Context: an optimization exercise on an open-source flow, tuned for small area and few clock cycles per item. The choices shown serve that exercise and are no tape-out recipe. Only simulation tests tie the RTL to the original design; equivalence was not proved. Power figures rest on the tool's default switching activity, not on a simulated workload.

`flow/config.mk`:
```
export PLATFORM = sky130hd
export DESIGN_NAME = kl200_fcr
export DESIGN_NICKNAME = kl200_fcr
export VERILOG_FILES = /design/flow/design.v
export SDC_FILE = /design/flow/constraint.sdc
export NUM_CORES = 4
export LEC_CHECK = 0
export CAP_MARGIN = 20
export CORE_MARGIN = 2
export CORE_UTILIZATION = 40
export PLACE_DENSITY = 0.6
export SLEW_MARGIN = 20
export SYNTH_HIERARCHICAL = 1
export SYNTH_MINIMUM_KEEP_SIZE = 0
```
`flow/constraint.sdc`:
```
create_clock -name core_clock -period 12.0 [get_ports {clk}]
set_input_delay 2.4000 -clock core_clock [delete_from_list [all_inputs] [get_ports {clk}]]
set_output_delay 2.4000 -clock core_clock [all_outputs]
set_load 0.01 [all_outputs]
```
`flow/design.v`:
```
module kl200_fcr (
    input  wire        clk,
    input  wire        rst,           
    input  wire        op_valid,
    output wire        op_ready,
    input  wire [63:0] op_word,
    output wire        res_valid,
    output wire [3:0]  res_kind,
    output wire [31:0] res_data,
    output wire        tx_valid,
    output wire [71:0] tx_frame,
    output wire        xd_valid,
    output wire [3:0]  xd_code,
    output wire [15:0] xd_addr,
    output wire [15:0] xd_data,
    output wire [7:0]  xd_status,
    input  wire [7:0]  rd_idx,
    output reg  [31:0] rd_data
);
    localparam DEPTH = 32;
    localparam K_DONE      = 4'd0;
    localparam K_OVERRUN   = 4'd1;
    localparam K_ILLEGAL   = 4'd2;
    localparam K_IGNORED   = 4'd3;
    localparam K_POLLBUSY  = 4'd4;
    localparam K_POLLNAUTO = 4'd5;
    localparam K_POLLNONE  = 4'd6;
    localparam K_SAMPLE    = 4'd7;
    localparam K_DISCARD   = 4'd8;
    localparam K_STARTED   = 4'd9;
    localparam K_REJECTED  = 4'd10;
    localparam K_EXCHDONE  = 4'd11;
    localparam O_NONE     = 4'd0;
    localparam O_SUCCESS  = 4'd1;
    localparam O_TIMEOUT  = 4'd2;
    localparam O_CSUM     = 4'd3;
    localparam O_RESP     = 4'd4;
    localparam O_REJECTED = 4'd5;
    localparam O_TRANSPORT= 4'd6;
    localparam O_PARAM    = 4'd7;
    localparam O_MODE     = 4'd8;
    localparam O_BUSY     = 4'd9;
    reg        exst;           
    reg [7:0]  exp_sync;
    reg [7:0]  exp_cmd;
    reg [1:0]  exp_mreq;
    reg        exp_kind;       
    reg        mode;           
    reg [15:0] last_dist;
    reg [15:0] last_addr;
    reg        last_valid;
    reg [15:0] resp_addr;
    reg [15:0] resp_data;
    reg [7:0]  resp_status;
    reg [3:0]  outcome;
    reg        ovr;
    reg        ill;
    reg [8*DEPTH-1:0] q;       
    reg [5:0]         count;
    wire [63:0] w = op_word;
    wire d_nop     = (w == 64'h0000000000000000);
    wire d_rxb     = (w[63:8] == 56'h10000000000000);
    wire d_poll    = (w == 64'h2000000000000000);
    wire d_start   = (w[63:58] == 6'b001100) && (w[57:56] != 2'b11);
    wire d_timeout = (w == 64'h4000000000000000);
    wire d_txfail  = (w == 64'h5000000000000000);
    wire d_flush   = (w == 64'h6000000000000000);
    wire d_brst    = (w == 64'h7000000000000000);
    wire d_illegal = !(d_nop | d_rxb | d_poll | d_start | d_timeout |
                       d_txfail | d_flush | d_brst);
    wire [7:0]  rx_byte = w[7:0];
    wire [1:0]  s_mreq  = w[57:56];
    wire [7:0]  s_sync  = w[55:48];
    wire [7:0]  s_cmd   = w[47:40];
    wire [15:0] s_addr  = w[39:24];
    wire [7:0]  s_p0    = w[23:16];
    wire [7:0]  s_p1    = w[15:8];
    wire [7:0]  s_p2    = w[7:0];
    wire step = op_valid && !rst;
    wire [7:0] win [0:8];
    genvar gi;
    generate
        for (gi = 0; gi < 9; gi = gi + 1) begin : g_win
            assign win[gi] = q[8*gi +: 8];
        end
    endgenerate
    wire q_full   = count[5];
    wire q_has9   = (count >= 9);
    wire [7:0] x8 = win[0] ^ win[1] ^ win[2] ^ win[3] ^
                    win[4] ^ win[5] ^ win[6] ^ win[7];
    wire s_is_dist = (s_sync == 8'h62) && (s_cmd == 8'h33);
    wire s_is_addr = (s_sync == 8'h62) && (s_cmd == 8'h32);
    wire s_busy    = exst;
    wire s_mconf   = !s_busy && s_is_dist && mode;
    wire s_param   = !s_busy && !s_mconf && s_is_addr && ({s_p0, s_p1} == 16'hFFFF);
    wire s_accept  = !s_busy && !s_mconf && !s_param;
    wire [7:0] tx_csum = s_sync ^ s_cmd ^ 8'h09 ^ s_addr[15:8] ^ s_addr[7:0] ^
                         s_p0 ^ s_p1 ^ s_p2;
    wire rxb_append   = d_rxb && !q_full;
    wire settle_rxb   = d_rxb && exst && (count == 6'd8);
    wire settle_start = d_start && s_accept && q_has9;
    wire settle       = settle_rxb || settle_start;
    wire [7:0] c8 = settle_rxb ? rx_byte : win[8];
    wire [7:0] c_sync = settle_start ? s_sync    : exp_sync;
    wire [7:0] c_cmd  = settle_start ? s_cmd     : exp_cmd;
    wire [1:0] c_mreq = settle_start ? s_mreq    : exp_mreq;
    wire       c_kind = settle_start ? s_is_dist : exp_kind;
    wire c_csum_ok = (x8 == c8);
    wire poll_ok = c_csum_ok && (win[0] == 8'h62) && (win[1] == 8'h33);
    wire c_pair_ok = (win[0] == c_sync) && (win[1] == c_cmd);
    wire c_valid   = c_csum_ok && c_pair_ok;
    reg [3:0] c_outcome;
    always @(*) begin
        if (!c_csum_ok)                          c_outcome = O_CSUM;
        else if (!c_pair_ok)                     c_outcome = O_RESP;
        else if (c_kind || win[7] == 8'h66)      c_outcome = O_SUCCESS;
        else                                     c_outcome = O_REJECTED;
    end
    wire [15:0] c_addr   = {win[3], win[4]};
    wire [15:0] c_data   = {win[5], win[6]};
    wire [7:0]  c_status = win[7];
    wire c_success = c_valid && (c_kind || win[7] == 8'h66);
    wire c_is_mode = (c_sync == 8'h62) && (c_cmd == 8'h34) && (c_mreq != 2'b00);
    reg [3:0]  r_kind;
    reg [31:0] r_data;
    always @(*) begin
        r_kind = K_DONE;
        r_data = 32'd0;
        if (d_illegal) begin
            r_kind = K_ILLEGAL;
        end else if (d_rxb) begin
            if (q_full) begin
                r_kind = K_OVERRUN;
                r_data = {24'd0, rx_byte};
            end
        end else if (d_poll) begin
            if (exst)            r_kind = K_POLLBUSY;
            else if (!mode)      r_kind = K_POLLNAUTO;
            else if (!q_has9)    r_kind = K_POLLNONE;
            else if (poll_ok) begin
                r_kind = K_SAMPLE;
                r_data = {win[3], win[4], win[5], win[6]};
            end else begin
                r_kind = K_DISCARD;
                r_data = {24'd0, win[0]};
            end
        end else if (d_start) begin
            if (s_busy) begin
                r_kind = K_REJECTED;
                r_data = {28'd0, O_BUSY};
            end else if (s_mconf) begin
                r_kind = K_REJECTED;
                r_data = {28'd0, O_MODE};
            end else if (s_param) begin
                r_kind = K_REJECTED;
                r_data = {28'd0, O_PARAM};
            end else begin
                r_kind = K_STARTED;
            end
        end else if (d_timeout) begin
            if (exst) begin
                r_kind = K_EXCHDONE;
                r_data = {28'd0, O_TIMEOUT};
            end else begin
                r_kind = K_IGNORED;
            end
        end else if (d_txfail) begin
            if (exst) begin
                r_kind = K_EXCHDONE;
                r_data = {28'd0, O_TRANSPORT};
            end else begin
                r_kind = K_IGNORED;
            end
        end
    end
    assign op_ready  = !rst;
    assign res_valid = step;
    assign res_kind  = r_kind;
    assign res_data  = r_data;
    assign tx_valid = step && d_start && s_accept;
    assign tx_frame = {s_sync, s_cmd, 8'h09, s_addr, s_p0, s_p1, s_p2, tx_csum};
    assign xd_valid  = step && settle;
    assign xd_code   = c_outcome;
    assign xd_addr   = c_valid ? c_addr   : 16'd0;
    assign xd_data   = c_valid ? c_data   : 16'd0;
    assign xd_status = c_valid ? c_status : 8'd0;
    wire poll_scan = d_poll && !exst && mode && q_has9;
    always @(posedge clk) begin
        if (rst || (step && d_brst)) begin
            exst        <= 1'b0;
            exp_sync    <= 8'd0;
            exp_cmd     <= 8'd0;
            exp_mreq    <= 2'd0;
            exp_kind    <= 1'b0;
            mode        <= 1'b0;
            last_dist   <= 16'd0;
            last_addr   <= 16'd0;
            last_valid  <= 1'b0;
            resp_addr   <= 16'd0;
            resp_data   <= 16'd0;
            resp_status <= 8'd0;
            outcome     <= O_NONE;
            ovr         <= 1'b0;
            ill         <= 1'b0;
            count       <= 6'd0;
        end else if (step) begin
            if (d_illegal)
                ill <= 1'b1;
            if (d_rxb) begin
                if (q_full)
                    ovr <= 1'b1;
                else
                    count <= settle_rxb ? 6'd0 : count + 6'd1;
            end
            if (d_flush) begin
                count <= 6'd0;
                ovr   <= 1'b0;
            end
            if (poll_scan) begin
                if (poll_ok) begin
                    count      <= count - 6'd9;
                    last_addr  <= {win[3], win[4]};
                    last_dist  <= {win[5], win[6]};
                    last_valid <= 1'b1;
                end else begin
                    count <= count - 6'd1;
                end
            end
            if (d_start) begin
                if (s_mconf)
                    outcome <= O_MODE;
                else if (s_param)
                    outcome <= O_PARAM;
                else if (s_accept) begin
                    exp_sync <= s_sync;
                    exp_cmd  <= s_cmd;
                    exp_mreq <= s_mreq;
                    exp_kind <= s_is_dist;
                    outcome  <= O_NONE;
                    exst     <= 1'b1;
                end
            end
            if (d_timeout && exst) begin
                outcome <= O_TIMEOUT;
                exst    <= 1'b0;
            end
            if (d_txfail && exst) begin
                outcome <= O_TRANSPORT;
                exst    <= 1'b0;
            end
            if (settle) begin
                if (settle_start)
                    count <= count - 6'd9;
                outcome <= c_outcome;
                exst    <= 1'b0;
                if (c_valid) begin
                    resp_addr   <= c_addr;
                    resp_data   <= c_data;
                    resp_status <= c_status;
                end
                if (c_success && c_kind) begin
                    last_addr  <= c_addr;
                    last_dist  <= c_data;
                    last_valid <= 1'b1;
                end
                if (c_success && c_is_mode)
                    mode <= (c_mreq == 2'b10);
            end
        end
    end
    wire q_wr   = step && rxb_append;
    wire q_pop1 = step && poll_scan && !poll_ok;
    wire q_pop9 = step && ((poll_scan && poll_ok) || settle_start);
    wire [DEPTH-1:0] q_sw, q_hold;
    generate
        for (gi = 0; gi < DEPTH; gi = gi + 1) begin : g_q
            assign q_sw[gi]   = q_wr && (count[4:0] == gi);
            assign q_hold[gi] = !(q_sw[gi] || q_pop1 || q_pop9);
        end
    endgenerate
    wire [8*DEPTH-1:0] q_next;
    kl200_fcr_qnext u_qnext (
        .q(q), .b(rx_byte), .hold(q_hold), .wr(q_sw), .pop1(q_pop1), .pop9(q_pop9),
        .q_next(q_next));
    always @(posedge clk)
        q <= q_next;
    always @(*) begin
        case (rd_idx)
            8'd0: rd_data = {20'd0, outcome, 3'd0, ill, ovr, last_valid, mode, exst};
            8'd1: rd_data = {last_addr, last_dist};
            8'd2: rd_data = {resp_addr, resp_data};
            8'd3: rd_data = {24'd0, resp_status};
            8'd4: rd_data = {13'd0, exp_kind, exp_mreq, exp_cmd, exp_sync};
            8'd5: rd_data = {26'd0, count};
            default: rd_data = 32'd0;
        endcase
    end
endmodule
module kl200_fcr_qnext (
    input  wire [255:0] q,
    input  wire [7:0]   b,
    input  wire [31:0]  hold,
    input  wire [31:0]  wr,
    input  wire         pop1,
    input  wire         pop9,
    output wire [255:0] q_next
);
    genvar gi;
    generate
        for (gi = 0; gi < 32; gi = gi + 1) begin : g_s
            wire [7:0] n1 = (gi + 1 < 32) ? q[8*((gi+1)%32) +: 8] : 8'd0;
            wire [7:0] n9 = (gi + 9 < 32) ? q[8*((gi+9)%32) +: 8] : 8'd0;
            assign q_next[8*gi +: 8] = ({8{hold[gi]}} & q[8*gi +: 8]) |
                                       ({8{wr[gi]}}   & b) |
                                       ({8{pop1}}     & n1) |
                                       ({8{pop9}}     & n9);
        end
    endgenerate
endmodule
```
`flow/flow/run.sh`:
```
#!/bin/bash
set -o pipefail
export BUFFER_PORTS_ARGS="-buffer_cell sky130_fd_sc_hd__buf_1"
export CTS_ARGS="-sink_clustering_enable -repair_clock_nets -dont_use_dummy_load -buf_list sky130_fd_sc_hd__clkbuf_2"
bash standard.sh > standard.log 2>&1
```
`flow/standard.sh`:
```
#!/bin/bash
# synth_recipe.tcl (not shown) runs the flow's synth.tcl, then flattens the netlist and writes it again
# the make line also repeats each setting of config.mk as NAME=value (left out here)
make -C /OpenROAD-flow-scripts/flow DESIGN_CONFIG=/design/flow/config.mk WORK_HOME=/design/flow/orfs CLKGATE_MAP_FILE= SYNTH_SCRIPT=/design/flow/synth_recipe.tcl "${@:-finish}"
```
==> flow_summary.toml, run 1 <==
[status]
status = "complete, no violations"

[logic_synthesis]
synth_area_sq_um = 19250
syn-mean-instance-area_sq_um = 8.321
synthTopCellsByArea = "dfxtp_1 (38%), a22oi_1 (15%), nand2_1 (6.3%)"
ys_top_cells_by_count = "a22oi_1 (374), dfxtp_1 (362), nand2_1 (322)"
yosys_warnings = 7
ys_seq_elements = 362
yosysMostFrequentCell = "a22oi_1"
synth_top_area_cell = "dfxtp_1"
synth_top_cell_area_share_pct = 37.64
async_reset_ff_share_pct = 0
postSynthCellCount = 2314
ys.flop_type = "dfxtp_1"
synth_cell_types = 72
synth_edf_count = 0
synth_seq_area_share_pct = 37.64

[clock_tree]
cts_max_path_buffers = 3
post_cts_resized = 0
clk_latency_ns = 1.06
numCtsBuffers = 94
cts_tree = "built"
holdBufCountCts = 0
postCtsSetupBuffers = 0
h-tree-depth = 3
clk_pin_slew_ns = 0.09
cts.sinks = 362
root_buffer = "clkbuf_2"

[drt]
vias = 19190
vias_per_cell = 6.353
wl_um = 78420
wl_per_cell_um = 25.97
ant_nets = 0
drt_iter0_drc = 2818
firstDrtPassIters = 14
drc = 0

[sta]
min_period_ns = 9.667
hold_violations = 0
setup_tns_ns = 0
rsz0062_at_grt = "false"
min_period_over_period_pct = 80.55
fin_worst_skew_ns = 0.1211
tightestPinTransition_ns = 1.425
slew_violations = 0
slew_headroom_pct = 5.025
setup_ws_ns = 2.333
fmax_ghz = 0.1034
setup_viol = 0

[grt]
top_usage_layer = "met2"
use_met2_pct = 47.19
met1_usage_pct = 39.43
grt_usage_pct = 30.15
gr-usage-met3_pct = 6.256
grt_pass1_wl_um = 114700
grt_max_degree = 249
antenna_found_initial = 4
grt-ovfl-total = 0
grt_pass1_vias = 17970

[critical_path]
worstPathCellList = "buf_1 > or4b_1 > nor4b_1 > nand4_1 > mux2i_1 > xnor2_1 > nand4_1 > nor2_4 > inv_1 > buf_4 > a21oi_1 > buf_1"
end_kind = "output port"
worstPathArrival_ns = 7.27
cpPeakStageDelay_ns = 0.92
r2r_start = "count[3]"
cp-start-kind = "input pin"
worstReg2RegEnd = "q[54]"
cpMaxStageDelayCell = "nor2_4"
reg2reg_depth = 14
r2r_slack_ns = 5.91
crit_fanout = 56
critPathKind = "input pin to output port"
worstPathRequired_ns = 9.60

[worst_hold_path]
holdPathEnd = "last_valid"
worstHoldPathCells = 2
hold_start = "last_valid"
hold_class = "flip-flop to flip-flop"

[power]
power.leakage_nw = 8.318
clockPowerShare_pct = 32.8
powerDensity_nw_per_um2 = 101.0
peakVddDrop_uv = 54.47
power.internal_mw = 1.455
power_mw = 2.050
p_comb_share_pct = 8.2
switchingPower_mw = 0.5942
swShare_pct = 28.99
p_seq_share_pct = 59.1

[flow_run]
cap_violations = 0

[die]
die_y_um = 223.4
initial_core_util_pct = 40.41
dieWidth_um = 223.4
io_pins = 263
rows = 80
core_sq_um = 47650
dieArea_sq_um = 49910

[placement]
placed_area_sq_um = 19820
place_hpwl_um = 53490
dp_slack_ns = 2.429
port_buffers = 253
gp_congestion = 1.003

[cells_and_area]
syn2layout_area_growth_pct = 5.426
layout.nets = 2485
postLayoutCellArea_sq_um = 20300
drive_above_1_share_pct = 6.706
worst max-delay path: cells and delay by family:
kind / cells / cell delay, ns
AND/OR/NAND/NOR: 5 / 2.90
AO/OA/AOI/OAI: 1 / 0.19
XOR/XNOR: 1 / 0.16
buffers and inverters: 4 / 1.14
multiplexers: 1 / 0.42
power groups by stage:
stage               logic, mW  registers (mW)  clock network [mW]
floorplan               0.111            1.23                   0
global placement        0.163            1.24                   0
detailed placement      0.163            1.24                   0
CTS                     0.164            1.21               0.683
global route            0.177            1.21               0.741
finish                  0.167            1.21               0.672
Yosys stat by module, one instance, submodules excluded:
module / copies in the design / cell area (sq um) / flops+latches
kl200_fcr: 1 / 14260 / 362
kl200_fcr_qnext: 1 / 4995 / 0
per-stage QoR:
stage	hold WS (ns)	utilization, %	cells
after floorplan	0.4260	-	2321
final	0.4590	42.61	3020
after global routing	0.4850	42.60	3019
after detailed placement	0.4470	41.59	2922
after global placement	0.4360	41.58	2922
after CTS	0.4593	42.58	3016
sequential cells by signal, indices dropped and copies added (netlist names):
name,flops
count,6
exp_cmd,8
exp_kind,1
exp_mreq,2
exp_sync,8
exst,1
ill,1
last_addr,16
last_dist,16
last_valid,1
mode,1
outcome,4
ovr,1
q,256
resp_addr,16
resp_data,16
resp_status,8
cell type report:
cell class                 count  area [sq um]
clock buffer                  94         470.5
timing repair buffer         280          1179
inverter                      97         364.1
sequential                   362          7247
antenna                        4         10.01
tap                          615         769.5
multi-input combinational   1568         10260
fill                        4921         27350
cell families (layout without fill, tap and decap cells):
| logic type | Yosys count | after routing | share of synthesized area (%) |
|---|---|---|---|
| adder cells (fa/ha/maj) | 7 | 7 | 0.4548 |
| XOR/XNOR | 143 | 143 | 6.505 |
| multiplexers | 60 | 60 | 3.152 |
| buffers and inverters | 391 | 471 | 9.552 |
| other | 2 | 13 | 0.03900 |
| AND/OR/NAND/NOR | 679 | 679 | 16.87 |
| flip-flops | 362 | 362 | 37.64 |
| AO/OA/AOI/OAI | 670 | 670 | 25.79 |
cell usage in the layout, fill, tap and decap left out, types with 12 or more instances in the layout:
| cell | netlist | layout |
|---|---|---|
| clkbuf_2 | 0 | 102 |
| and2_1 | 40 | 40 |
| nor3_1 | 20 | 19 |
| xor2_1 | 22 | 22 |
| mux2i_1 | 55 | 55 |
| a21oi_1 | 80 | 79 |
| nand3_1 | 12 | 12 |
| dfxtp_1 | 362 | 362 |
| and3_1 | 46 | 46 |
| nor2_1 | 104 | 101 |
| nand2_1 | 322 | 321 |
| a22oi_1 | 374 | 374 |
| inv_1 | 96 | 96 |
| o21ai_0 | 62 | 62 |
| xnor2_1 | 121 | 121 |
| a222oi_1 | 73 | 73 |
| a22o_1 | 22 | 22 |
| buf_1 | 52 | 245 |
| nor4_1 | 20 | 19 |
| buf_4 | 65 | 25 |
| nand4_1 | 56 | 56 |
layer usage:
layer,vias to the layer above,share of wire [%]
met1,9277,41
met2,1123,46
met5,-,0.034
met4,4,4.6
met3,209,9.1
li1,8574,-
how the worst max path moves through the flow:
stage | start | end | cells after the start
6_report | op_word[60] | xd_code[2] | 12
5_1_grt | op_word[60] | xd_code[2] | 12
4_1_cts | op_word[60] | xd_code[2] | 12
3_5_place_dp | op_word[60] | res_data[6] | 12
3_3_place_gp | op_word[60] | xd_code[2] | 12
2_1_floorplan | op_word[55] | xd_status[7] | 11
Testbench counts, summed over its fixed seeds: cycles 24,000, ops 24,000.
==> run 2, diff against run 1 <==
--- a/flow/design.v
+++ b/flow/design.v
@@ -181,24 +181,15 @@
     assign tx_frame = {s_sync, s_cmd, 8'h09, s_addr, s_p0, s_p1, s_p2, tx_csum};
     assign xd_valid  = step && settle;
     assign xd_code   = c_outcome;
-    assign xd_addr   = c_valid ? c_addr   : 16'd0;
-    assign xd_data   = c_valid ? c_data   : 16'd0;
-    assign xd_status = c_valid ? c_status : 8'd0;
+    assign xd_addr   = c_addr;
+    assign xd_data   = c_data;
+    assign xd_status = c_status;
     wire poll_scan = d_poll && !exst && mode && q_has9;
     always @(posedge clk) begin
         if (rst || (step && d_brst)) begin
             exst        <= 1'b0;
-            exp_sync    <= 8'd0;
-            exp_cmd     <= 8'd0;
-            exp_mreq    <= 2'd0;
-            exp_kind    <= 1'b0;
             mode        <= 1'b0;
-            last_dist   <= 16'd0;
-            last_addr   <= 16'd0;
             last_valid  <= 1'b0;
-            resp_addr   <= 16'd0;
-            resp_data   <= 16'd0;
-            resp_status <= 8'd0;
             outcome     <= O_NONE;
             ovr         <= 1'b0;
             ill         <= 1'b0;
@@ -219,8 +210,6 @@
             if (poll_scan) begin
                 if (poll_ok) begin
                     count      <= count - 6'd9;
-                    last_addr  <= {win[3], win[4]};
-                    last_dist  <= {win[5], win[6]};
                     last_valid <= 1'b1;
                 end else begin
                     count <= count - 6'd1;
@@ -232,10 +221,6 @@
                 else if (s_param)
                     outcome <= O_PARAM;
                 else if (s_accept) begin
-                    exp_sync <= s_sync;
-                    exp_cmd  <= s_cmd;
-                    exp_mreq <= s_mreq;
-                    exp_kind <= s_is_dist;
                     outcome  <= O_NONE;
                     exst     <= 1'b1;
                 end
@@ -253,14 +238,7 @@
                     count <= count - 6'd9;
                 outcome <= c_outcome;
                 exst    <= 1'b0;
-                if (c_valid) begin
-                    resp_addr   <= c_addr;
-                    resp_data   <= c_data;
-                    resp_status <= c_status;
-                end
                 if (c_success && c_kind) begin
-                    last_addr  <= c_addr;
-                    last_dist  <= c_data;
                     last_valid <= 1'b1;
                 end
                 if (c_success && c_is_mode)
@@ -268,6 +246,28 @@
             end
         end
     end
+    wire g_clr     = rst || (step && d_brst);
+    wire ld_exp    = step && d_start && s_accept;
+    wire ld_resp   = step && settle && c_valid;
+    wire ld_last   = step && ((poll_scan && poll_ok) || (settle && c_success && c_kind));
+    wire [18:0] exp_next;
+    wire [39:0] resp_next;
+    wire [31:0] last_next;
+    kl200_fcr_ldmux #(19) u_ld_exp (
+        .q({exp_kind, exp_mreq, exp_cmd, exp_sync}),
+        .d({s_is_dist, s_mreq, s_cmd, s_sync}),
+        .ld(ld_exp && !g_clr), .hold(!ld_exp && !g_clr), .y(exp_next));
+    kl200_fcr_ldmux #(40) u_ld_resp (
+        .q({resp_addr, resp_data, resp_status}), .d({c_addr, c_data, c_status}),
+        .ld(ld_resp && !g_clr), .hold(!ld_resp && !g_clr), .y(resp_next));
+    kl200_fcr_ldmux #(32) u_ld_last (
+        .q({last_addr, last_dist}), .d({c_addr, c_data}),
+        .ld(ld_last && !g_clr), .hold(!ld_last && !g_clr), .y(last_next));
+    always @(posedge clk) begin
+        {exp_kind, exp_mreq, exp_cmd, exp_sync} <= exp_next;
+        {resp_addr, resp_data, resp_status}     <= resp_next;
+        {last_addr, last_dist}                  <= last_next;
+    end
     wire q_wr   = step && rxb_append;
     wire q_pop1 = step && poll_scan && !poll_ok;
     wire q_pop9 = step && ((poll_scan && poll_ok) || settle_start);
@@ -310,10 +310,44 @@
         for (gi = 0; gi < 32; gi = gi + 1) begin : g_s
             wire [7:0] n1 = (gi + 1 < 32) ? q[8*((gi+1)%32) +: 8] : 8'd0;
             wire [7:0] n9 = (gi + 9 < 32) ? q[8*((gi+9)%32) +: 8] : 8'd0;
-            assign q_next[8*gi +: 8] = ({8{hold[gi]}} & q[8*gi +: 8]) |
-                                       ({8{wr[gi]}}   & b) |
-                                       ({8{pop1}}     & n1) |
-                                       ({8{pop9}}     & n9);
+            if (gi + 9 < 32) begin : g_4
+                wire [7:0] t, u;
+                kl200_fcr_qaoi u_aoi (.q(q[8*gi +: 8]), .n1(n1), .n9(n9),
+                                      .hold(hold[gi]), .pop1(pop1), .pop9(pop9), .t(t));
+                kl200_fcr_qwr  u_wr  (.b(b), .wr(wr[gi]), .u(u));
+                kl200_fcr_qnand u_out (.t(t), .u(u), .y(q_next[8*gi +: 8]));
+            end else begin : g_3
+                assign q_next[8*gi +: 8] = ({8{hold[gi]}} & q[8*gi +: 8]) |
+                                           ({8{wr[gi]}}   & b) |
+                                           ({8{pop1}}     & n1);
+            end
         end
     endgenerate
 endmodule
+module kl200_fcr_qaoi (
+    input  wire [7:0] q, n1, n9,
+    input  wire       hold, pop1, pop9,
+    output wire [7:0] t
+);
+    assign t = ~(({8{hold}} & q) | ({8{pop1}} & n1) | ({8{pop9}} & n9));
+endmodule
+module kl200_fcr_qwr (
+    input  wire [7:0] b,
+    input  wire       wr,
+    output wire [7:0] u
+);
+    assign u = ~({8{wr}} & b);
+endmodule
+module kl200_fcr_qnand (
+    input  wire [7:0] t, u,
+    output wire [7:0] y
+);
+    assign y = ~(t & u);
+endmodule
+module kl200_fcr_ldmux #(parameter W = 8) (
+    input  wire [W-1:0] q, d,
+    input  wire         ld, hold,
+    output wire [W-1:0] y
+);
+    assign y = ({W{ld}} & d) | ({W{hold}} & q);
+endmodule
==> flow_summary.toml, run 2 <==
[status]
status = "complete, no violations"

[cells_and_area]
seqCellArea_sq_um = 7247
largest_reg_flops = 256
mostFrequentLayoutCells = "nand2_1 (409), dfxtp_1 (362), a222oi_1 (256)"
fillers = 4597
multi_input_area_sq_um = 9129
layout.nets = 2287
syn2layout_area_growth_pct = 4.775
regMostFlops = "q"
drive_above_1_share_pct = 7.308
layout_commonest_cell = "nand2_1"
postLayoutCellArea_sq_um = 19160
stdcell_count = 2804

[drt]
routed-wl-met2_um = 34010
maxUsedRoutingLayer = "met5"
vias_per_cell = 6.493
vias = 18210
ant_nets = 0
drc = 0
wl_um = 74170
firstDrtPassIters = 14
drt_iter0_drc = 3955
wl_met3_um = 7693
wl_per_cell_um = 26.45
wl_met1_um = 29080

[critical_path]
end_kind = "output port"
path_buf_inv = 3
critPathKind = "input pin to output port"
cp.depth = 12
cpPeakStageDelay_ns = 0.81
worstPathCellList = "buf_1 > nor4_4 > nand3_1 > or4_1 > o21ai_1 > a21oi_1 > nor4b_1 > and4_1 > inv_2 > nor3_4 > and2_1 > buf_1"
worstPathRequired_ns = 9.60
crit_fanout = 25
cpMaxStageDelayCell = "or4_1"
path_delay_family = "simple AND/OR/NAND/NOR gates"
cpMostUsedCell = "buf_1"
reg2reg_depth = 15
worstPathArrival_ns = 6.58
cp-start-kind = "input pin"

[clock_tree]
clk_pin_slew_ns = 0.09
clk_latency_ns = 1.01
cts_tree = "built"
post_cts_resized = 0
h-tree-depth = 3
cts_max_path_buffers = 3
holdBufCountCts = 0
postCtsSetupBuffers = 0
root_buffer = "clkbuf_2"
numCtsBuffers = 95
cts.sinks = 362

[logic_synthesis]
synthTopCellsByArea = "dfxtp_1 (40%), a222oi_1 (14%), nand2_1 (8.4%)"
synth_area_sq_um = 18290
synth_seq_area_share_pct = 39.62
ys_seq_elements = 362
postSynthCellCount = 2076
syn-mean-instance-area_sq_um = 8.810
ys_top_cells_by_count = "nand2_1 (409), dfxtp_1 (362), a222oi_1 (256)"
yosysMostFrequentCell = "nand2_1"
synth_top_cell_area_share_pct = 39.62
async_reset_ff_share_pct = 0
ys.flop_type = "dfxtp_1"
synth_cell_types = 72
synth_top_area_cell = "dfxtp_1"
yosys_warnings = 7
synth_edf_count = 0

[die]
initial_core_util_pct = 40.39
rows = 78
core_sq_um = 45280
io_pins = 263
die_y_um = 217.8
dieWidth_um = 217.8
dieArea_sq_um = 47450

[grt]
grt_pass1_wl_um = 108000
grt_usage_pct = 29.85
grt_pass1_vias = 16960
antenna_found_initial = 2
grt_max_degree = 249
grt-ovfl-total = 0

[sta]
hold_violations = 0
slew_violations = 0
setup_viol = 0
tightestPinTransition_ns = 1.168
min_period_over_period_pct = 74.84
slew_headroom_pct = 22.15
rsz0062_at_grt = "false"
fmax_ghz = 0.1113
fin_worst_skew_ns = 0.1319
setup_tns_ns = 0
setup_ws_ns = 3.019
min_period_ns = 8.981

[worst_hold_path]
worstHoldPathCells = 1
hold_class = "flip-flop to flip-flop"

[power]
p_comb_share_pct = 7.2
p_seq_share_pct = 59.5
clockPowerShare_pct = 33.4
switchingPower_mw = 0.5748
powerDensity_nw_per_um2 = 105.5
peakVddDrop_uv = 47.49
power.internal_mw = 1.448
swShare_pct = 28.42
power.leakage_nw = 8.003

[placement]
placed_area_sq_um = 18690
dp_slack_ns = 3.062
place_hpwl_um = 51190
port_buffers = 253
place_inst = 2708
gp_congestion = 0.9477

[flow_run]
cap_violations = 0
-- run 2: per-module statistics from Yosys, one instance, submodules excluded, excerpt --
module	area, sq um	cells
kl200_fcr	12620	1177
kl200_fcr_qnext	1121	169
kl200_fcr_qaoi	90.09	10
kl200_fcr_qwr	35.03	9
kl200_fcr_qnand	30.03	8
-- run 2: cells by family after synthesis --
family                   after synthesis  synth area share [%]
other                                  2               0.04106
multiplexers                          24                 1.320
AND/OR/NAND/NOR                      700                 17.29
flip-flops                           362                 39.62
XOR/XNOR                             128                 6.129
AO/OA/AOI/OAI                        503                 24.35
adder cells (fa/ha/maj)                7                0.4788
buffers and inverters                350                 10.77
-- run 2: cell type report --
cell class / instances / share of cell area [%]
multi-input combinational: 1371 / 47.64
sequential: 362 / 37.82
timing repair buffer: 284 / 6.353
tap: 600 / 3.917
clock buffer: 95 / 2.481
inverter: 91 / 1.782
antenna: 1 / 0.01306
-- run 2: stage by stage --
step | util, % | hold WS (ns) | power [mW]
2_1_floorplan | - | 0.4382 | 1.313
3_3_place_gp | 41.26 | 0.4516 | 1.373
3_5_place_dp | 41.26 | 0.4535 | 1.373
6_report | 42.32 | 0.4800 | 2.023
5_1_grt | 42.32 | 0.4771 | 2.104
4_1_cts | 42.31 | 0.4795 | 2.032
-- run 2: worst paths after layout --
check / startpoint / endpoint / slack, ns
min: resp_status[7] / resp_status[7] / 0.48
max: op_word[50] / res_data[8] / 3.02
min reg2reg: resp_status[7] / resp_status[7] / 0.48
max reg2reg: count[1] / last_addr[15] / 6.01
-- run 2: power groups by stage --
stage | Sequential (mW) | Clock [mW] | Combinational, mW
2_1_floorplan | 1.23 | 0 | 0.0834
3_3_place_gp | 1.23 | 0 | 0.142
3_5_place_dp | 1.23 | 0 | 0.142
4_1_cts | 1.20 | 0.687 | 0.142
5_1_grt | 1.20 | 0.749 | 0.152
6_report | 1.20 | 0.675 | 0.145
-- run 2: routing by layer --
layer,track usage (%),vias up
met1,38.91,8736
met2,47.73,1335
met4,14.44,2
met3,5.286,215
met5,0,-
li1,-,7919
Testbench counts of run 2, summed over its fixed seeds: cycles 24,000, ops 24,000.
==> run 3, diff against run 2 <==
--- a/flow/design.v
+++ b/flow/design.v
@@ -181,9 +181,9 @@
     assign tx_frame = {s_sync, s_cmd, 8'h09, s_addr, s_p0, s_p1, s_p2, tx_csum};
     assign xd_valid  = step && settle;
     assign xd_code   = c_outcome;
-    assign xd_addr   = c_addr;
-    assign xd_data   = c_data;
-    assign xd_status = c_status;
+    assign xd_addr   = c_valid ? c_addr   : 16'd0;
+    assign xd_data   = c_valid ? c_data   : 16'd0;
+    assign xd_status = c_valid ? c_status : 8'd0;
     wire poll_scan = d_poll && !exst && mode && q_has9;
     always @(posedge clk) begin
         if (rst || (step && d_brst)) begin
==> flow_summary.toml, run 3 <==
[sta]
setup_viol = 0
min_period_ns = 9.304
whs_ns = 0.4790
min_period_over_period_pct = 77.53
fmax_ghz = 0.1075
rsz0062_at_grt = "false"
slew_headroom_pct = 29.09
tightestPinTransition_ns = 1.064
fin_worst_skew_ns = 0.1505
setup_tns_ns = 0
hold_violations = 0
slew_violations = 0

[logic_synthesis]
synth_mux_area_share_pct = 1.430
ys.flop_type = "dfxtp_1"
synth_top_cell_area_share_pct = 39.62
synthSimpleGateAreaFrac_pct = 18.20
ys_seq_elements = 362
yosys_warnings = 7
synth_top_area_cell = "dfxtp_1"
synth_xor_area_share_pct = 5.938
synth_edf_count = 0
synth_area_sq_um = 18290
synth_seq_area_share_pct = 39.62
synthTopCellsByArea = "dfxtp_1 (40%), a222oi_1 (14%), nand2_1 (8.3%)"
async_reset_ff_share_pct = 0
yosys.area_share.adder_pct = 0.4789
synth_top_family_by_area = "compound AO/OA/AOI/OAI gates"
postSynthCellCount = 2106
ys_top_cells_by_count = "nand2_1 (403), dfxtp_1 (362), a222oi_1 (256)"
syn-mean-instance-area_sq_um = 8.685
synth_cell_types = 69
yosysMostFrequentCell = "nand2_1"
synth_compound_area_share_pct = 24.64

[worst_hold_path]
worstHoldPathCells = 1
hold_class = "flip-flop to flip-flop"

[drt]
wl_um = 76820
drt_iter0_drc = 3713
drc = 0
ant_nets = 0
wl_per_cell_um = 26.78
firstDrtPassIters = 17
vias_per_cell = 6.489
vias = 18610

[status]
status = "complete, no violations"

[clock_tree]
cts.sinks = 362
clk_latency_ns = 1.03
post_cts_resized = 0
holdBufCountCts = 0
cts_max_path_buffers = 3
numCtsBuffers = 98
clk_pin_slew_ns = 0.09
root_buffer = "clkbuf_2"
postCtsSetupBuffers = 0
h-tree-depth = 3
cts_tree = "built"

[critical_path]
worstReg2RegEnd = "q[99]"
path_delay_family = "simple AND/OR/NAND/NOR gates"
reg2reg_depth = 15
end_kind = "output port"
cpMaxStageDelayCell = "nor2_4"
crit_end = "res_data[0]"
r2r_start = "count[1]"
cp.depth = 13
worstPathCellList = "buf_1 > nor4_1 > nand4_1 > or4_4 > o21ai_0 > a21oi_1 > nor4b_1 > and4_1 > inv_2 > nor2_4 > a21oi_1 > o22ai_1 > buf_1"
worstPathArrival_ns = 6.90
cpPeakStageDelay_ns = 0.71
crit_fanout = 33
cp-start-kind = "input pin"
crit_start = "op_word[50]"
r2r_slack_ns = 6.19
worstPathRequired_ns = 9.60
critPathKind = "input pin to output port"
path_buf_inv = 3

[placement]
port_buffers = 253
gp_congestion = 0.9720
place_inst = 2768
place_hpwl_um = 51830

[grt]
gr-usage-met3_pct = 5.579
grt_usage_pct = 30.64
met1_usage_pct = 39.49
grt-ovfl-total = 0
grt_pass1_wl_um = 109300
grt_pass1_vias = 16930
antenna_found_initial = 4
top_usage_layer = "met2"
use_met2_pct = 48.91
grt_max_degree = 185

[power]
power.leakage_nw = 8.198
power_mw = 2.035
peakVddDrop_uv = 47.89
powerDensity_nw_per_um2 = 104.7

[die]
core_sq_um = 45280
initial_core_util_pct = 40.39
die_y_um = 217.8
rows = 78
io_pins = 263
dieWidth_um = 217.8
dieArea_sq_um = 47450

[cells_and_area]
regMostFlops = "q"
largest_reg_flops = 256
layout.nets = 2350
syn2layout_area_growth_pct = 6.218
layout_commonest_cell = "nand2_1"
mostFrequentLayoutCells = "nand2_1 (403), dfxtp_1 (362), a222oi_1 (256)"
drive_above_1_share_pct = 7.237
stdcell_count = 2868

[flow_run]
cap_violations = 0
run 3: area by class of cell:
type | count | area, sq um
well taps | 600 | 750.7
diodes | 2 | 5.005
multi-input cells | 1424 | 9350
repair buffers | 287 | 1227
flip-flops and latches | 362 | 7247
inverters | 95 | 356.6
clock buffers | 98 | 490.5
fillers | 4578 | 25860
run 3: worst reg2reg max path: stages (launching register included):
cell and delay (ns):
dfxtp_1 0.46, inv_1 0.19, ha_1 0.27, nand3_1 0.14, nor2_1 0.68, nand3_1 0.18, and3_1 0.23, nor4b_1 0.31
and4_1 0.67, inv_2 0.16, nor2_4 0.71, nor3_2 0.10, buf_4 0.38, buf_4 0.54, a222oi_1 0.57, nand2_1 0.09
run 3: how the worst min path moves through the flow:
stage | end | slack (ns) | start
3_5_place_dp | resp_data[4] | 0.45 | resp_data[4]
4_1_cts | last_dist[5] | 0.48 | last_dist[5]
5_1_grt | last_dist[11] | 0.49 | last_dist[11]
3_3_place_gp | last_dist[1] | 0.45 | last_dist[1]
2_1_floorplan | ill | 0.44 | ill
6_report | last_dist[2] | 0.48 | last_dist[2]
run 3: routing by layer:
| layer | wire length [um] | vias up | part of all wire, % |
|---|---|---|---|
| met5 | 27 | - | 0.035 |
| met4 | 4004 | 4 | 5.2 |
| met3 | 7812 | 209 | 10 |
| met2 | 34830 | 1317 | 45 |
| met1 | 30140 | 8958 | 39 |
| li1 | - | 8122 | - |
run 3: metrics by stage:
step | util (%) | cell area [sq um] | worst slack, ns
6_report | 42.90 | 19430 | 2.696
5_1_grt | 42.90 | 19430 | 2.382
4_1_cts | 42.89 | 19420 | 2.696
3_5_place_dp | 41.80 | 18930 | 2.706
3_3_place_gp | 41.80 | 18930 | 2.944
2_1_floorplan | - | 18320 | 4.532
run 3: Yosys stat by module, one instance, submodules excluded, a selection:
module	cell area, sq um	times used	flops+latches	cells
kl200_fcr_qnand	30.03	23	0	8
kl200_fcr_qnext	1121	1	0	169
kl200_fcr	12620	1	362	1207
kl200_fcr_qaoi	90.09	23	0	10
kl200_fcr_qwr	35.03	23	0	9
run 3: kinds of logic after synthesis:
family / after synthesis
xor gates and xnor gates: 124
adders and majority gates: 7
muxes: 26
DFF: 362
AOI/OAI and AO/OA: 519
other: 2
and+or+nand+nor: 739
buffers and inverters: 327
run 3: power by group:
part | switching, mW | internal, mW | leakage [nW]
clock | 0.469 | 0.211 | 0.407
sequential | 0.00191 | 1.20 | 2.91
combinational | 0.108 | 0.0431 | 4.88
Testbench counts of run 3, summed over its fixed seeds: cycles 24,000, ops 24,000.
==> run 4, diff against run 3 <==
--- a/flow/design.v
+++ b/flow/design.v
@@ -44,7 +44,6 @@
     reg [7:0]  exp_sync;
     reg [7:0]  exp_cmd;
     reg [1:0]  exp_mreq;
-    reg        exp_kind;       
     reg        mode;           
     reg [15:0] last_dist;
     reg [15:0] last_addr;
@@ -100,11 +99,12 @@
     wire settle_rxb   = d_rxb && exst && (count == 6'd8);
     wire settle_start = d_start && s_accept && q_has9;
     wire settle       = settle_rxb || settle_start;
+    wire poll_scan    = d_poll && !exst && mode && q_has9;
     wire [7:0] c8 = settle_rxb ? rx_byte : win[8];
     wire [7:0] c_sync = settle_start ? s_sync    : exp_sync;
     wire [7:0] c_cmd  = settle_start ? s_cmd     : exp_cmd;
     wire [1:0] c_mreq = settle_start ? s_mreq    : exp_mreq;
-    wire       c_kind = settle_start ? s_is_dist : exp_kind;
+    wire       c_kind = (c_sync == 8'h62) && (c_cmd == 8'h33);
     wire c_csum_ok = (x8 == c8);
     wire poll_ok = c_csum_ok && (win[0] == 8'h62) && (win[1] == 8'h33);
     wire c_pair_ok = (win[0] == c_sync) && (win[1] == c_cmd);
@@ -131,7 +131,6 @@
         end else if (d_rxb) begin
             if (q_full) begin
                 r_kind = K_OVERRUN;
-                r_data = {24'd0, rx_byte};
             end
         end else if (d_poll) begin
             if (exst)            r_kind = K_POLLBUSY;
@@ -139,10 +138,8 @@
             else if (!q_has9)    r_kind = K_POLLNONE;
             else if (poll_ok) begin
                 r_kind = K_SAMPLE;
-                r_data = {win[3], win[4], win[5], win[6]};
             end else begin
                 r_kind = K_DISCARD;
-                r_data = {24'd0, win[0]};
             end
         end else if (d_start) begin
             if (s_busy) begin
@@ -176,15 +173,20 @@
     assign op_ready  = !rst;
     assign res_valid = step;
     assign res_kind  = r_kind;
-    assign res_data  = r_data;
+    wire r_sel_ov  = d_rxb && q_full;
+    wire r_sel_smp = d_poll && poll_scan && poll_ok;
+    wire r_sel_dis = d_poll && poll_scan && !poll_ok;
+    kl200_fcr_resmux u_resmux (
+        .b(rx_byte), .w0(win[0]), .w3(win[3]), .w4(win[4]), .w5(win[5]), .w6(win[6]),
+        .code(r_data[3:0]), .sel_ov(r_sel_ov), .sel_dis(r_sel_dis), .sel_smp(r_sel_smp),
+        .y(res_data));
     assign tx_valid = step && d_start && s_accept;
     assign tx_frame = {s_sync, s_cmd, 8'h09, s_addr, s_p0, s_p1, s_p2, tx_csum};
     assign xd_valid  = step && settle;
     assign xd_code   = c_outcome;
-    assign xd_addr   = c_valid ? c_addr   : 16'd0;
-    assign xd_data   = c_valid ? c_data   : 16'd0;
-    assign xd_status = c_valid ? c_status : 8'd0;
-    wire poll_scan = d_poll && !exst && mode && q_has9;
+    assign xd_addr   = c_addr;
+    assign xd_data   = c_data;
+    assign xd_status = c_status;
     always @(posedge clk) begin
         if (rst || (step && d_brst)) begin
             exst        <= 1'b0;
@@ -246,16 +248,17 @@
             end
         end
     end
+    wire exp_kind = (exp_sync == 8'h62) && (exp_cmd == 8'h33);
     wire g_clr     = rst || (step && d_brst);
     wire ld_exp    = step && d_start && s_accept;
     wire ld_resp   = step && settle && c_valid;
     wire ld_last   = step && ((poll_scan && poll_ok) || (settle && c_success && c_kind));
-    wire [18:0] exp_next;
+    wire [17:0] exp_next;
     wire [39:0] resp_next;
     wire [31:0] last_next;
-    kl200_fcr_ldmux #(19) u_ld_exp (
-        .q({exp_kind, exp_mreq, exp_cmd, exp_sync}),
-        .d({s_is_dist, s_mreq, s_cmd, s_sync}),
+    kl200_fcr_ldmux #(18) u_ld_exp (
+        .q({exp_mreq, exp_cmd, exp_sync}),
+        .d({s_mreq, s_cmd, s_sync}),
         .ld(ld_exp && !g_clr), .hold(!ld_exp && !g_clr), .y(exp_next));
     kl200_fcr_ldmux #(40) u_ld_resp (
         .q({resp_addr, resp_data, resp_status}), .d({c_addr, c_data, c_status}),
@@ -264,7 +267,7 @@
         .q({last_addr, last_dist}), .d({c_addr, c_data}),
         .ld(ld_last && !g_clr), .hold(!ld_last && !g_clr), .y(last_next));
     always @(posedge clk) begin
-        {exp_kind, exp_mreq, exp_cmd, exp_sync} <= exp_next;
+        {exp_mreq, exp_cmd, exp_sync}           <= exp_next;
         {resp_addr, resp_data, resp_status}     <= resp_next;
         {last_addr, last_dist}                  <= last_next;
     end
@@ -351,3 +354,14 @@
 );
     assign y = ({W{ld}} & d) | ({W{hold}} & q);
 endmodule
+module kl200_fcr_resmux (
+    input  wire [7:0]  b, w0, w3, w4, w5, w6,
+    input  wire [3:0]  code,
+    input  wire        sel_ov, sel_dis, sel_smp,
+    output wire [31:0] y
+);
+    assign y = ({32{sel_ov}}  & {24'd0, b}) |
+               ({32{sel_dis}} & {24'd0, w0}) |
+               ({32{sel_smp}} & {w3, w4, w5, w6}) |
+               {28'd0, code};
+endmodule
==> flow_summary.toml, run 4 <==
[critical_path]
cpMaxStageDelayCell = "or4_1"
cp-start-kind = "input pin"
worstPathCellList = "buf_1 > nor4_1 > nand4_1 > or4_1 > or4_1 > nand4_1 > o2111a_1 > and2_1 > nand2_1 > nor2_4 > a22oi_1 > nand2_1 > buf_1"
worstPathRequired_ns = 9.60
r2r_slack_ns = 7.12
r2r_start = "count[0]"
critPathKind = "input pin to output port"
crit_fanout = 32
cpPeakStageDelay_ns = 0.85
worstReg2RegEnd = "q[38]"
end_kind = "output port"
reg2reg_depth = 13
worstPathArrival_ns = 6.80

[grt]
grt_pass1_vias = 16820
grt_pass1_wl_um = 107200
grt_usage_pct = 29.66
antenna_found_initial = 1
grt_max_degree = 250
grt-ovfl-total = 0

[logic_synthesis]
synth_top_area_cell = "dfxtp_1"
yosys_warnings = 7
postSynthCellCount = 2095
synthTopCellsByArea = "dfxtp_1 (39%), a222oi_1 (14%), nand2_1 (8.7%)"
async_reset_ff_share_pct = 0
yosysMostFrequentCell = "nand2_1"
ys_seq_elements = 361
ys_top_cells_by_count = "nand2_1 (427), dfxtp_1 (361), a222oi_1 (260)"
synth_cell_types = 83
synth_top_cell_area_share_pct = 39.23
synth_seq_area_share_pct = 39.23
synth_edf_count = 0
synth_area_sq_um = 18420
ys.flop_type = "dfxtp_1"
syn-mean-instance-area_sq_um = 8.792

[clock_tree]
h-tree-depth = 3
clk_latency_ns = 1.02
cts_tree = "built"
post_cts_resized = 0
cts_max_path_buffers = 3
cts.sinks = 361
root_buffer = "clkbuf_2"
postCtsSetupBuffers = 0
holdBufCountCts = 0
numCtsBuffers = 99
clk_pin_slew_ns = 0.07

[sta]
hold_violations = 0
slew_headroom_pct = 3.961
setup_viol = 0
rsz0062_at_grt = "false"
setup_tns_ns = 0
fin_worst_skew_ns = 0.1554
whs_ns = 0.4675
min_period_over_period_pct = 76.66
tightestPinTransition_ns = 1.441
fmax_ghz = 0.1087
min_period_ns = 9.199
slew_violations = 0

[cells_and_area]
regMostFlops = "q"
syn2layout_area_growth_pct = 4.660
stdcell_count = 2820
layout_commonest_cell = "nand2_1"
drive_above_1_share_pct = 7.616
mostFrequentLayoutCells = "nand2_1 (427), dfxtp_1 (361), a222oi_1 (260)"
fillers = 4605
layout.nets = 2303
largest_reg_flops = 256

[power]
power.leakage_nw = 8.034
switchingPower_mw = 0.5756
power_mw = 2.029
clockPowerShare_pct = 33.7
swShare_pct = 28.37
powerDensity_nw_per_um2 = 105.3
power.internal_mw = 1.454
p_comb_share_pct = 7.2
peakVddDrop_uv = 56.82
p_seq_share_pct = 59.1

[drt]
vias = 18290
firstDrtPassIters = 17
ant_nets = 0
drt_iter0_drc = 4310
drc = 0
wl_um = 75080
vias_per_cell = 6.484
wl_per_cell_um = 26.63

[status]
status = "complete, no violations"

[worst_hold_path]
worstHoldPathCells = 1
hold_class = "flip-flop to flip-flop"
hold_start = "last_dist[1]"
holdPathEnd = "last_dist[1]"

[die]
io_pins = 263
die_y_um = 218.6
dieWidth_um = 218.6
initial_core_util_pct = 40.59
core_sq_um = 45380
rows = 78
dieArea_sq_um = 47780

[placement]
gp_congestion = 0.9474
place_inst = 2720
port_buffers = 253
place_hpwl_um = 52260

[flow_run]
cap_violations = 0
==> run 4: cell count changes in the layout (fill, tap and decap cells not counted), moves of 12 or more <==
cell / before / now
and3_1: 34 / 10
nand2_1: 403 / 427
and2_1: 44 / 26
nor2_1: 123 / 105
a21oi_1: 44 / 27
nand3_1: 30 / 14
mux2i_1: 25 / 13
nand4_1: 13 / 25
==> run 4: routing by layer <==
layer	vias up	track usage, %	share of wire [%]
met2	1319	48.14	46
met1	8787	37.83	38
met4	0	13.33	4.0
met3	189	6.124	11
met5	-	0	0
li1	7991	-	-
==> run 4: logic make-up (layout without fill, tap and decap cells) <==
family | Yosys count | after routing | synth area share (%)
and+or+nand+nor | 710 | 710 | 17.32
AOI/OAI and AO/OA | 503 | 503 | 24.29
buffers and inverters | 363 | 480 | 11.12
DFF | 361 | 361 | 39.23
xor gates and xnor gates | 128 | 128 | 6.086
muxes | 20 | 20 | 1.379
adders and majority gates | 8 | 8 | 0.5298
other | 2 | 10 | 0.04077
==> run 4: area by class of cell <==
| class | count | area (sq um) | share of cell area (%) |
|---|---|---|---|
| multi-input cells | 1378 | 9231 | 47.88 |
| flip-flops and latches | 361 | 7227 | 37.49 |
| repair buffers | 284 | 1205 | 6.250 |
| well taps | 600 | 750.7 | 3.894 |
| clock buffers | 99 | 495.5 | 2.570 |
| inverters | 97 | 366.6 | 1.902 |
| diodes | 1 | 2.502 | 0.01298 |
==> run 4: critical path: cells and delay by family <==
kind                   cells  cell delay (ns)
AND/OR/NAND/NOR            9             3.48
buffers and inverters      2             0.41
AO/OA/AOI/OAI              2             0.47
==> run 4: worst max path at each step <==
stage,startpoint,to,cells after the start
after global routing,op_word[45],res_data[3],13
after detailed placement,op_word[44],res_data[8],12
after floorplan,op_word[30],res_data[4],13
after CTS,op_word[45],res_data[8],12
final,op_word[42],res_data[3],13
after global placement,op_word[45],res_data[8],12
==> run 4: power groups by stage <==
stage                     combinational, mW  clock, mW  sequential (mW)
final                                 0.146      0.683             1.20
after global routing                  0.153      0.750             1.20
after CTS                             0.144      0.692             1.20
after detailed placement              0.144          0             1.23
after global placement                0.144          0             1.23
after floorplan                      0.0835          0             1.23
==> run 4: Yosys stat by module, one instance, submodules excluded, a selection <==
module	cells inside	area, sq um	times used	flops+latches
kl200_fcr_qnext	169	1121	1	0
kl200_fcr_qnand	8	30.03	23	0
kl200_fcr_resmux	49	319.1	1	0
kl200_fcr	1148	12440	1	361
kl200_fcr_qaoi	10	90.09	23	0
kl200_fcr_qwr	9	35.03	23	0
==> run 4: metrics by stage <==
stage | util, % | setup slack, ns | instance area, sq um
floorplan | - | 4.187 | 18450
global placement | 41.37 | 2.743 | 18780
detailed placement | 41.37 | 2.587 | 18780
CTS | 42.46 | 2.575 | 19270
global route | 42.48 | 2.600 | 19280
finish | 42.48 | 2.801 | 19280
Testbench counts of run 4, summed over its fixed seeds: cycles 24,000, ops 24,000.

==> static timing again, ports no longer ideal <==
The flow's constraints put no driver on any port. The routed layouts listed below were extracted and timed again, unchanged, in two steps. Step 1: set_driving_cell puts a clkbuf_16 on clk and a buf_2 on each other input, an assumption about the parent block. Step 2 adds t to the input delays and takes it off the output delays; t is the mean of the earliest and latest rising clock arrival at the registers after step 1. Input paths then give back, and output paths get back, about the clock's delay inside the block. Slacks: no drivers / after step 1 / after step 2; pairs: no drivers / after step 1.
run | t, ns | setup WS [ns] | hold slack, ns
run 1 | 1.046 | 2.333 / 2.310 / 2.310 | 0.459 / 0.459 / 0.459
run 2 | 0.994 | 3.019 / 2.999 / 2.999 | 0.480 / 0.480 / 0.480
run 3 | 1.001 | 2.696 / 2.676 / 2.676 | 0.479 / 0.479 / 0.479
run 4 | 0.997 | 2.801 / 2.781 / 2.781 | 0.467 / 0.467 / 0.467
After both steps every run listed still meets setup and hold. The setup slack of run 1, which loses most, moves by -0.023 ns with the drivers and by -0.023 ns with both steps.
